This design comes from an exercise in tuning for small area, a short achievable clock period and few clock cycles on the open sky130 flow, not from production work. Function was checked by simulation only, so behaviour that the tests miss may differ from the original. Power and IR drop assume default switching activity.

$ cat design/flow/config.mk
export PLATFORM = sky130hd
export DESIGN_NAME = tim_decoder
export DESIGN_NICKNAME = tim_decoder
export VERILOG_FILES = /design/flow/design.v
export SDC_FILE = /design/flow/constraint.sdc
export NUM_CORES = 4
export LEC_CHECK = 0
export CAP_MARGIN = 20
export CORE_MARGIN = 2
export CORE_UTILIZATION = 30
export PLACE_DENSITY = 0.5
export SLEW_MARGIN = 20
export SYNTH_MEMORY_MAX_BITS = 8192
$ cat design/flow/constraint.sdc
create_clock -name core_clock -period 14.0 [get_ports {clk}]
set_input_delay 2.8000 -clock core_clock [delete_from_list [all_inputs] [get_ports {clk}]]
set_output_delay 2.8000 -clock core_clock [all_outputs]
set_load 0.01 [all_outputs]
$ cat design/flow/run.sh
#!/bin/bash
# synth_recipe.tcl (not shown) runs the flow's synth.tcl, then flattens the netlist and writes it again
# the make line also repeats each setting of config.mk as NAME=value (left out here)
make -C /OpenROAD-flow-scripts/flow DESIGN_CONFIG=/design/flow/config.mk WORK_HOME=/design/flow/orfs CLKGATE_MAP_FILE= SYNTH_SCRIPT=/design/flow/synth_recipe.tcl finish
$ cat design/flow/design.v
module tim_decoder (
    input  wire        clk,
    input  wire        rst,
    input  wire        start,
    input  wire [31:0] slen,
    input  wire [31:0] maxres,
    input  wire        cfg_allow_oob,
    input  wire        cfg_ignore_version,
    input  wire        cfg_first_row_only,
    output wire        idle,
    input  wire        s_valid,
    input  wire [7:0]  s_data,
    output reg         s_ready,
    output reg         p_valid,
    input  wire        p_ready,
    output reg  [31:0] p_argb,
    output reg         p_mask,
    output reg         done,
    output reg  [5:0]  reason,
    output reg  [1:0]  fmt,
    output reg  [17:0] width,
    output reg  [15:0] height,
    output reg  [4:0]  page,
    output reg  [7:0]  x_off,
    output reg  [7:0]  y_off,
    output reg         pal_stp
);
    localparam [5:0] R_OK          = 6'd0;
    localparam [5:0] R_TAG         = 6'd1;
    localparam [5:0] R_VERSION     = 6'd2;
    localparam [5:0] R_FMT_CODE    = 6'd3;
    localparam [5:0] R_CLUT_W      = 6'd4;
    localparam [5:0] R_CLUT_H      = 6'd5;
    localparam [5:0] R_PAL_MISSING = 6'd6;
    localparam [5:0] R_STRIDE_ZERO = 6'd7;
    localparam [5:0] R_HEIGHT_ZERO = 6'd8;
    localparam [5:0] R_WIDTH_LARGE = 6'd10;
    localparam [5:0] R_PAGE_RANGE  = 6'd11;
    localparam [5:0] R_HDR_TRUNC   = 6'd16;
    localparam [5:0] R_PAL_TRUNC   = 6'd17;
    localparam [5:0] R_IMG_TRUNC   = 6'd18;
    localparam [5:0] R_STREAM_END  = 6'd32;
    localparam [1:0] F_I4  = 2'd0;
    localparam [1:0] F_I8  = 2'd1;
    localparam [1:0] F_D16 = 2'd2;
    localparam [1:0] F_D24 = 2'd3;
    localparam [3:0] S_IDLE      = 4'd0;
    localparam [3:0] S_READ      = 4'd1;
    localparam [3:0] S_CHK_TAG   = 4'd2;
    localparam [3:0] S_CHK_VER   = 4'd3;
    localparam [3:0] S_CHK_FLAGS = 4'd4;
    localparam [3:0] S_CHK_CLUT  = 4'd5;
    localparam [3:0] S_PAL       = 4'd6;
    localparam [3:0] S_CHK_IMG   = 4'd7;
    localparam [3:0] S_PIX       = 4'd8;
    localparam [3:0] S_PAD       = 4'd9;
    localparam [3:0] S_FIN       = 4'd10;
    reg [3:0]  state;
    reg [3:0]  rd_next;       
    reg [3:0]  rd_left;       
    reg [95:0] fld;           
    reg [32:0] cur;           
    reg [1:0]  code;          
    reg [15:0] pal [0:255];
    reg [8:0]  pal_k;         
    reg [8:0]  pal_cw;        
    reg [8:0]  pal_ch;        
    reg [8:0]  pal_n;         
    reg [8:0]  pc;            
    reg [8:0]  pr;            
    reg        pb;            
    reg [7:0]  lo;            
    reg        stp_any;
    reg [15:0] img_h;
    reg [17:0] img_w;
    reg [1:0]  pad_n;         
    reg [1:0]  pad_left;
    reg [17:0] px;
    reg [15:0] py;
    reg [1:0]  sb;            
    reg        nib;           
    reg [3:0]  hi_nib;
    reg [7:0]  r24, g24;
    assign idle = (state == S_IDLE);
    wire        at_end = (cur >= {1'b0, slen});
    wire [32:0] remain = at_end ? 33'd0 : ({1'b0, slen} - cur);
    wire [15:0] f_hi16  = fld[95:80];
    wire [31:0] f_hi32  = fld[95:64];
    wire [15:0] f_w16   = fld[79:64];    
    wire [15:0] f_h16   = fld[95:80];    
    wire [15:0] f_ox    = fld[47:32];
    wire [15:0] f_oy    = fld[63:48];
    wire [1:0]  clut_fmt = (code[1] == 1'b1) ? ((f_w16 >= 16'd256) ? F_I8 : F_I4) : code[1:0];
    wire        cw_bad   = (f_w16 == 16'd0) || (f_w16 > 16'd256);
    wire        ch_bad   = (f_h16 == 16'd0) || (f_h16 > 16'd256);
    wire [33:0] pal_span = 34'd2 * f_w16 * f_h16;
    wire [16:0] s2     = {f_w16, 1'b0};
    reg  [17:0] w_calc;
    reg  [7:0]  x_calc;
    reg  [1:0]  pad_calc;
    reg  [16:0] pad_tmp;
    always @(*) begin
        case (fmt)
            F_I4:    begin w_calc = {f_w16, 2'b00};  x_calc = {f_ox[5:0], 2'b00}; end
            F_I8:    begin w_calc = {1'b0, f_w16, 1'b0}; x_calc = {1'b0, f_ox[5:0], 1'b0}; end
            F_D16:   begin w_calc = {2'b00, f_w16};  x_calc = {2'b00, f_ox[5:0]}; end
            default: begin w_calc = {1'b0, s2 / 17'd3}; x_calc = {1'b0, f_ox[5:0], 1'b0} / 8'd3; end
        endcase
        pad_tmp  = s2 - 17'd3 * w_calc[16:0];
        pad_calc = (fmt == F_D24) ? pad_tmp[1:0] : 2'd0;
    end
    wire [33:0] img_span = {f_w16, 1'b0} * f_h16;
    wire        can_emit = !p_valid || p_ready;
    wire        need_byte = !(fmt == F_I4 && nib);
    wire [7:0]  pidx = (fmt == F_I4) ? (nib ? {4'd0, hi_nib} : {4'd0, s_data[3:0]}) : s_data;
    wire [15:0] pal_raw = ({1'b0, pidx} < pal_k) ? pal[pidx] : 16'd0;
    wire [15:0] d16_raw = {s_data, lo};
    wire [15:0] exp_raw = (fmt == F_D16) ? d16_raw : pal_raw;
    wire [31:0] exp_argb = (exp_raw == 16'd0) ? 32'd0 :
                           {8'hFF, exp_raw[4:0], 3'b000, exp_raw[9:5], 3'b000, exp_raw[14:10], 3'b000};
    always @(*) begin
        case (state)
            S_READ:  s_ready = !at_end;
            S_PAL:   s_ready = !at_end;
            S_PAD:   s_ready = !at_end;
            S_PIX:   s_ready = !at_end && need_byte && can_emit;
            default: s_ready = 1'b0;
        endcase
    end
    wire take = s_valid && s_ready;
    always @(posedge clk) begin
        if (rst) begin
            state   <= S_IDLE;
            p_valid <= 1'b0;
            done    <= 1'b0;
        end else begin
            done <= 1'b0;
            if (p_valid && p_ready)
                p_valid <= 1'b0;
            if (take) begin
                cur <= cur + 33'd1;
            end
            case (state)
                S_IDLE: begin
                    if (start) begin
                        cur     <= 33'd0;
                        rd_left <= 4'd2;
                        rd_next <= S_CHK_TAG;
                        state   <= S_READ;
                    end
                end
                S_READ: begin
                    if (at_end) begin
                        reason <= cfg_allow_oob ? R_HDR_TRUNC : R_STREAM_END;
                        state  <= S_FIN;
                    end else if (take) begin
                        fld     <= {s_data, fld[95:8]};
                        rd_left <= rd_left - 4'd1;
                        if (rd_left == 4'd1)
                            state <= rd_next;
                    end
                end
                S_CHK_TAG: begin
                    if (f_hi16 != 16'h0010) begin
                        reason <= R_TAG;
                        state  <= S_FIN;
                    end else begin
                        rd_left <= 4'd2;
                        rd_next <= S_CHK_VER;
                        state   <= S_READ;
                    end
                end
                S_CHK_VER: begin
                    if (f_hi16 != 16'h0000 && !cfg_ignore_version) begin
                        reason <= R_VERSION;
                        state  <= S_FIN;
                    end else begin
                        rd_left <= 4'd4;
                        rd_next <= S_CHK_FLAGS;
                        state   <= S_READ;
                    end
                end
                S_CHK_FLAGS: begin
                    code    <= f_hi32[1:0];
                    fmt     <= f_hi32[1:0];
                    if (f_hi32[2]) begin
                        reason <= R_FMT_CODE;
                        state  <= S_FIN;
                    end else if (!f_hi32[3] && !f_hi32[1]) begin
                        reason <= R_PAL_MISSING;
                        state  <= S_FIN;
                    end else begin
                        rd_left <= 4'd12;
                        rd_next <= f_hi32[3] ? S_CHK_CLUT : S_CHK_IMG;
                        state   <= S_READ;
                    end
                end
                S_CHK_CLUT: begin
                    fmt <= clut_fmt;
                    if (cw_bad) begin
                        reason <= R_CLUT_W;
                        state  <= S_FIN;
                    end else if (ch_bad) begin
                        reason <= R_CLUT_H;
                        state  <= S_FIN;
                    end else if (cfg_allow_oob && (pal_span > {1'b0, remain})) begin
                        reason <= R_PAL_TRUNC;
                        state  <= S_FIN;
                    end else begin
                        pal_cw  <= f_w16[8:0];
                        pal_ch  <= f_h16[8:0];
                        pal_n   <= cfg_first_row_only ? 9'd1 : f_h16[8:0];
                        pal_k   <= (clut_fmt == F_I8 || f_w16 < 16'd16) ? f_w16[8:0] : 9'd16;
                        pc      <= 9'd0;
                        pr      <= 9'd0;
                        pb      <= 1'b0;
                        stp_any <= 1'b0;
                        state   <= S_PAL;
                    end
                end
                S_PAL: begin
                    if (at_end) begin
                        if (pr < pal_n) begin
                            reason <= R_STREAM_END;
                            state  <= S_FIN;
                        end else begin
                            rd_left <= 4'd12;
                            rd_next <= S_CHK_IMG;
                            state   <= S_READ;
                        end
                    end else if (take) begin
                        pb <= ~pb;
                        if (!pb) begin
                            lo <= s_data;
                        end else begin
                            if (pr < pal_n && pc < pal_k)
                                stp_any <= stp_any | s_data[7];
                            if (pr == 9'd0 && pc < pal_k)
                                pal[pc[7:0]] <= {s_data, lo};
                            if (pc == pal_cw - 9'd1) begin
                                pc <= 9'd0;
                                pr <= pr + 9'd1;
                                if (pr == pal_ch - 9'd1) begin
                                    rd_left <= 4'd12;
                                    rd_next <= S_CHK_IMG;
                                    state   <= S_READ;
                                end
                            end else begin
                                pc <= pc + 9'd1;
                            end
                        end
                    end
                end
                S_CHK_IMG: begin
                    if (f_w16 == 16'd0) begin
                        reason <= R_STRIDE_ZERO;
                        state  <= S_FIN;
                    end else if (f_h16 == 16'd0) begin
                        reason <= R_HEIGHT_ZERO;
                        state  <= S_FIN;
                    end else if ({14'd0, w_calc} > maxres) begin
                        reason <= R_WIDTH_LARGE;
                        state  <= S_FIN;
                    end else if (f_ox >= 16'd1024 || f_oy >= 16'd512) begin
                        reason <= R_PAGE_RANGE;
                        state  <= S_FIN;
                    end else if (cfg_allow_oob && (img_span > {1'b0, remain})) begin
                        reason <= R_IMG_TRUNC;
                        state  <= S_FIN;
                    end else begin
                        width    <= w_calc;
                        height   <= f_h16;
                        page     <= {f_oy[8], f_ox[9:6]};
                        x_off    <= x_calc;
                        y_off    <= f_oy[7:0];
                        pal_stp  <= stp_any;
                        img_w    <= w_calc;
                        img_h    <= f_h16;
                        pad_n    <= pad_calc;
                        pad_left <= pad_calc;
                        px       <= 18'd0;
                        py       <= 16'd0;
                        sb       <= 2'd0;
                        nib      <= 1'b0;
                        state    <= (w_calc == 18'd0) ? S_PAD : S_PIX;
                    end
                end
                S_PIX: begin
                    if (need_byte && at_end) begin
                        reason <= R_STREAM_END;
                        state  <= S_FIN;
                    end else if (can_emit && (take || !need_byte)) begin
                        case (fmt)
                            F_I4, F_I8: begin
                                p_valid <= 1'b1;
                                p_argb  <= exp_argb;
                                p_mask  <= pal_raw[15];
                                if (fmt == F_I4) begin
                                    nib    <= ~nib;
                                    hi_nib <= s_data[7:4];
                                end
                            end
                            F_D16: begin
                                if (sb == 2'd0) begin
                                    lo <= s_data;
                                    sb <= 2'd1;
                                end else begin
                                    sb      <= 2'd0;
                                    p_valid <= 1'b1;
                                    p_argb  <= exp_argb;
                                    p_mask  <= d16_raw[15];
                                end
                            end
                            default: begin
                                if (sb == 2'd0) begin
                                    r24 <= s_data;
                                    sb  <= 2'd1;
                                end else if (sb == 2'd1) begin
                                    g24 <= s_data;
                                    sb  <= 2'd2;
                                end else begin
                                    sb      <= 2'd0;
                                    p_valid <= 1'b1;
                                    p_argb  <= {8'hFF, r24, g24, s_data};
                                    p_mask  <= 1'b0;
                                end
                            end
                        endcase
                        if ((fmt == F_I4) || (fmt == F_I8) ||
                            (fmt == F_D16 && sb == 2'd1) || (fmt == F_D24 && sb == 2'd2)) begin
                            if (px == img_w - 18'd1) begin
                                px <= 18'd0;
                                if (pad_n != 2'd0) begin
                                    pad_left <= pad_n;
                                    state    <= S_PAD;
                                end else if (py == img_h - 16'd1) begin
                                    reason <= R_OK;
                                    state  <= S_FIN;
                                end else begin
                                    py <= py + 16'd1;
                                end
                            end else begin
                                px <= px + 18'd1;
                            end
                        end
                    end
                end
                S_PAD: begin
                    if (at_end || (take && pad_left == 2'd1)) begin
                        pad_left <= pad_n;
                        if (py == img_h - 16'd1 || (at_end && img_w == 18'd0)) begin
                            reason <= R_OK;
                            state  <= S_FIN;
                        end else begin
                            py    <= py + 16'd1;
                            state <= (img_w == 18'd0) ? S_PAD : S_PIX;
                        end
                    end else if (take) begin
                        pad_left <= pad_left - 2'd1;
                    end
                end
                S_FIN: begin
                    if (!p_valid || p_ready) begin
                        done  <= 1'b1;
                        state <= S_IDLE;
                    end
                end
                default: state <= S_IDLE;
            endcase
        end
    end
endmodule
==> run summary <==
- Clock sink total: 4,423
- Slowest stage cell, crit path: or4b_4
- EDFF count, synth: 4,417
- Drt total wl: 628,000 um
- Peak VDD IR: 0.118 mV
- Yosys top cell area share: 68.2%
- Global-route met2 utilization: 29.0%
- Min cycle time layout: 12.85 ns
- Critical Path Fanout Max: 43
- Leakage: 76.3 nW
- Drt wl/cell: 24.8 um
- Fin area: 223,000 um2
- Share of cells above drive strength 1: 8.42%
- Pre-antenna DRT Iters: 8
- H-tree level count: 5
- Total GRT Usage: 18.3%
- Sequential area share after synthesis: 68.2%
- Largest area contributor in the netlist: edfxtp_1
- Core ar.: 646,000 um2
- Worst r2r path cells: 58
- Worst hold path type: reg -> reg
- Worst reg-to-reg setup slack: 1.15 ns
- Area after DPL: 208,000 um2
- Clock slew at reported path FFs: 0.06 ns
- GR peak layer: met2
- Cells after synthesis: 16,200
- Most frequent cells in the layout: nand2_1 (4,500), edfxtp_1 (4,417), nand3_1 (2,128)
- Port buffer count: 180
- Ys async rst share: 0%
- Worst setup EP type: flip-flop
- Top Ports: 181
- Yosys reg bits: 4,423
- Yosys warns: 1
- Post-synthesis cell type count: 124
- Tcrit/Tclk final: 91.8%
- Commonest non-fill, non-tap cell in the layout: nand2_1
- Worst-Skew Late Latency: 1.06 ns
- Final nets: 16,800
- First-pass GRT wire length: 902,000 um
- Antenna viol nets, final: 0
- TritonCTS clock tree: done
- Die area: 655,000 um2
- Mapped cell area: 195,000 um2
- Routability cong.: 0.846
- Initial antenna violation count: 35
- Worst R2R End: state[0]$_SDFFE_PP0P_
- # setup viols final: 0
- Area delta synth->final: 14.7%
- Max_slew headroom: 13.3%
- Fillers: 63,500
- Fin. Hold Viols: 0
- Critical path arrival: 13.77 ns
- Cts bufs inserted: 475
- Worst slew pin tran: 1.30 ns
- Root Buffer: clkbuf_16
- Hold Buf Count CTS: 0
- Met3 usage: 2.66%
- Largest stage delay, worst path: 0.52 ns
- Setup tns final: 0 ns
- Max cap viols: 0
- Die width: 809 um
- Post-DP HPWL: 367,000 um
- Cell with the most instances on the worst path: a21oi_1
- Initial Util: 30.1%
- Synth Flop Type: edfxtp_1
- Largest net degree at the start of global routing: 155
- Total number of vias: 131,000
- Via density: 5.19
- Status: finished clean
- Crit path kind: reg -> reg
- M1 GR Usage: 26.2%
- Hold depth: 0
- Max-slew violations: 0
- Worst reg2reg path startpoint: fld[78]$_DFFE_PP_
- Unrepaired setup endpoints after global routing: no
- Row count: 295
- Startpoint Class: flip-flop
- P per Cell Area: 133 nW/um2
- FMAX: 77.8 MHz
- Die height: 809 um
- Number of global-route vias before repair: 124,000
- Syn Area/Cell: 12.0 um2
- Initial DRC Count: 14,900
- Hold_sp: fld[39]$_DFFE_PP_
- Synth top area cells: edfxtp_1 (68%), nand2_1 (8.7%), nand3_1 (5.5%)
- Endpoint, Worst Hold: page[1]$_DFFE_PP_
- CP required: 14.92 ns
- Post-route DRC: 0
- Clk_skew: 0.109 ns
- Syn nets: 16,700
- Max Root-Sink Buffers: 4
- Total grt overflow: 0
[flip-flops by register name, indices dropped and copies added (netlist names), 6 cells and up]
name    cells
p_argb     25
lo          8
img_w      18
cur        33
x_off       8
pal_ch      9
reason      6
px         18
pal      4096
pc          9
y_off       8
pr          9
pal_n       9
py         16
pal_cw      9
pal_k       9
g24         8
fld        64
img_h      16
r24         8
[where the power goes]
group          total, mW  switching [mW]  internal (mW)
clock               12.3            5.42           6.92
combinational       2.62            1.88          0.740
sequential          14.7          0.0702           14.6
total               29.6            7.37           22.3
[timing repair]
action / 4_1_cts / 5_1_grt
resized for setup: 0 / 18
endpoints found under the setup margin: 0 / 104
buffers inserted: 0 / 6
[final cells by class]
class,instances,area [um2],area share [%]
Timing Repair Buffer,716,6470,2.90
Sequential cell,4423,133000,59.5
Antenna cell,5,12.5,0.00561
Inverter,375,1430,0.641
Multi-Input combinational cell,10300,56600,25.4
Clock inverter,292,2600,1.17
Tap cell,8613,10800,4.83
Clock buffer,594,12400,5.58
[per-layer routing]
| metal | vias to the layer above | part of all wire [%] |
|---|---|---|
| met5 | - | 0.015 |
| li1 | 59000 | - |
| met4 | 16 | 3.1 |
| met2 | 4883 | 46 |
| met3 | 840 | 7.1 |
| met1 | 66400 | 44 |
[worst max path at each step]
stage / startpoint / end / slack (ns) / cells after the start
floorplan: fld[78]$_DFFE_PP_ / img_h[0]$_DFFE_PP_ / 0.49 / 60
global placement: fld[79]$_DFFE_PP_ / state[0]$_SDFFE_PP0P_ / 0.50 / 58
detailed placement: fld[79]$_DFFE_PP_ / state[0]$_SDFFE_PP0P_ / 0.66 / 58
CTS: fld[79]$_DFFE_PP_ / state[0]$_SDFFE_PP0P_ / 0.60 / 58
global route: fld[79]$_DFFE_PP_ / state[0]$_SDFFE_PP0P_ / 0.003 / 58
finish: fld[78]$_DFFE_PP_ / state[0]$_SDFFE_PP0P_ / 1.15 / 58
[critical path, delay by kind of cell (launching register included)]
family | cells | cell delay [ns]
AOI/OAI and AO/OA | 29 | 6.10
and+or+nand+nor | 24 | 4.75
adders and majority gates | 3 | 0.77
muxes | 1 | 0.38
buffers and inverters | 1 | 0.36
DFF | 1 | 0.35
[stage by stage]
step | power (mW) | std cells | setup WS, ns | hold WS, ns | utilization, %
final | 29.6 | 25300 | 1.15 | 0.424 | 34.5
after global routing | 30.5 | 25300 | 0.00267 | 0.442 | 34.5
after CTS | 29.8 | 25300 | 0.600 | 0.425 | 34.5
after detailed placement | 17.6 | 24400 | 0.661 | 0.411 | 32.2
after global placement | 17.6 | 24400 | 0.497 | 0.407 | 32.2
after floorplan | 16.4 | 16200 | 0.487 | 0.400 | -
[Yosys cell counts, types with 46 or more instances]
master / n
a21oi_1: 231
nor2b_1: 59
nor2_1: 522
nand2b_1: 46
buf_1: 122
and2_1: 108
and3_1: 289
nor3_1: 135
ha_1: 228
a311oi_1: 709
a31oi_1: 92
xor2_1: 71
edfxtp_1: 4417
a211oi_1: 67
nand3_1: 2128
nand2_1: 4520
fa_1: 195
o21ai_0: 153
inv_1: 371
xnor2_1: 132
nand4_1: 47
clkbuf_1: 953
[cell families (layout without fill, tap and decap cells)]
logic type	Yosys count	count (layout)	synth area share (%)
buf+inv	1480	1977	2.90
compound gates	1548	1548	6.06
flops	4423	4423	68.2
simple gates	8044	8045	18.1
xor+xnor	204	204	0.922
fa+ha+maj	423	423	3.47
mux	50	50	0.329
other cells	0	5	0
Testbench counts, summed over its fixed seeds: cycles 251,151.

## what the ideal ports hide
Ports are ideal in the flow. The routed layout listed here was re-timed in OpenROAD.
Step 1 sets driving cells, clkbuf_16 on the clock port and buf_2 on the other inputs (assumed; they add their load-dependent delay and slew).
Step 2 moves the port delays by t, midway between the first and last clock arrival at a register: inputs arrive t later, outputs are due t later. That takes back most of the time a late clock gives input paths.
a / b / c = ideal ports / drivers / drivers and shift; a / b = the first two.
t (ns): 1.131
slack for setup (ns): 1.150 / 1.150 / 1.150
hold slack, ns: 0.424 / 0.424 / 0.424
worst data-port slew with drivers (ns): 0.16
After both steps setup and hold are still met in this run. For this run, drivers alone change the setup slack by 0.000 ns; drivers and shift together by 0.000 ns.
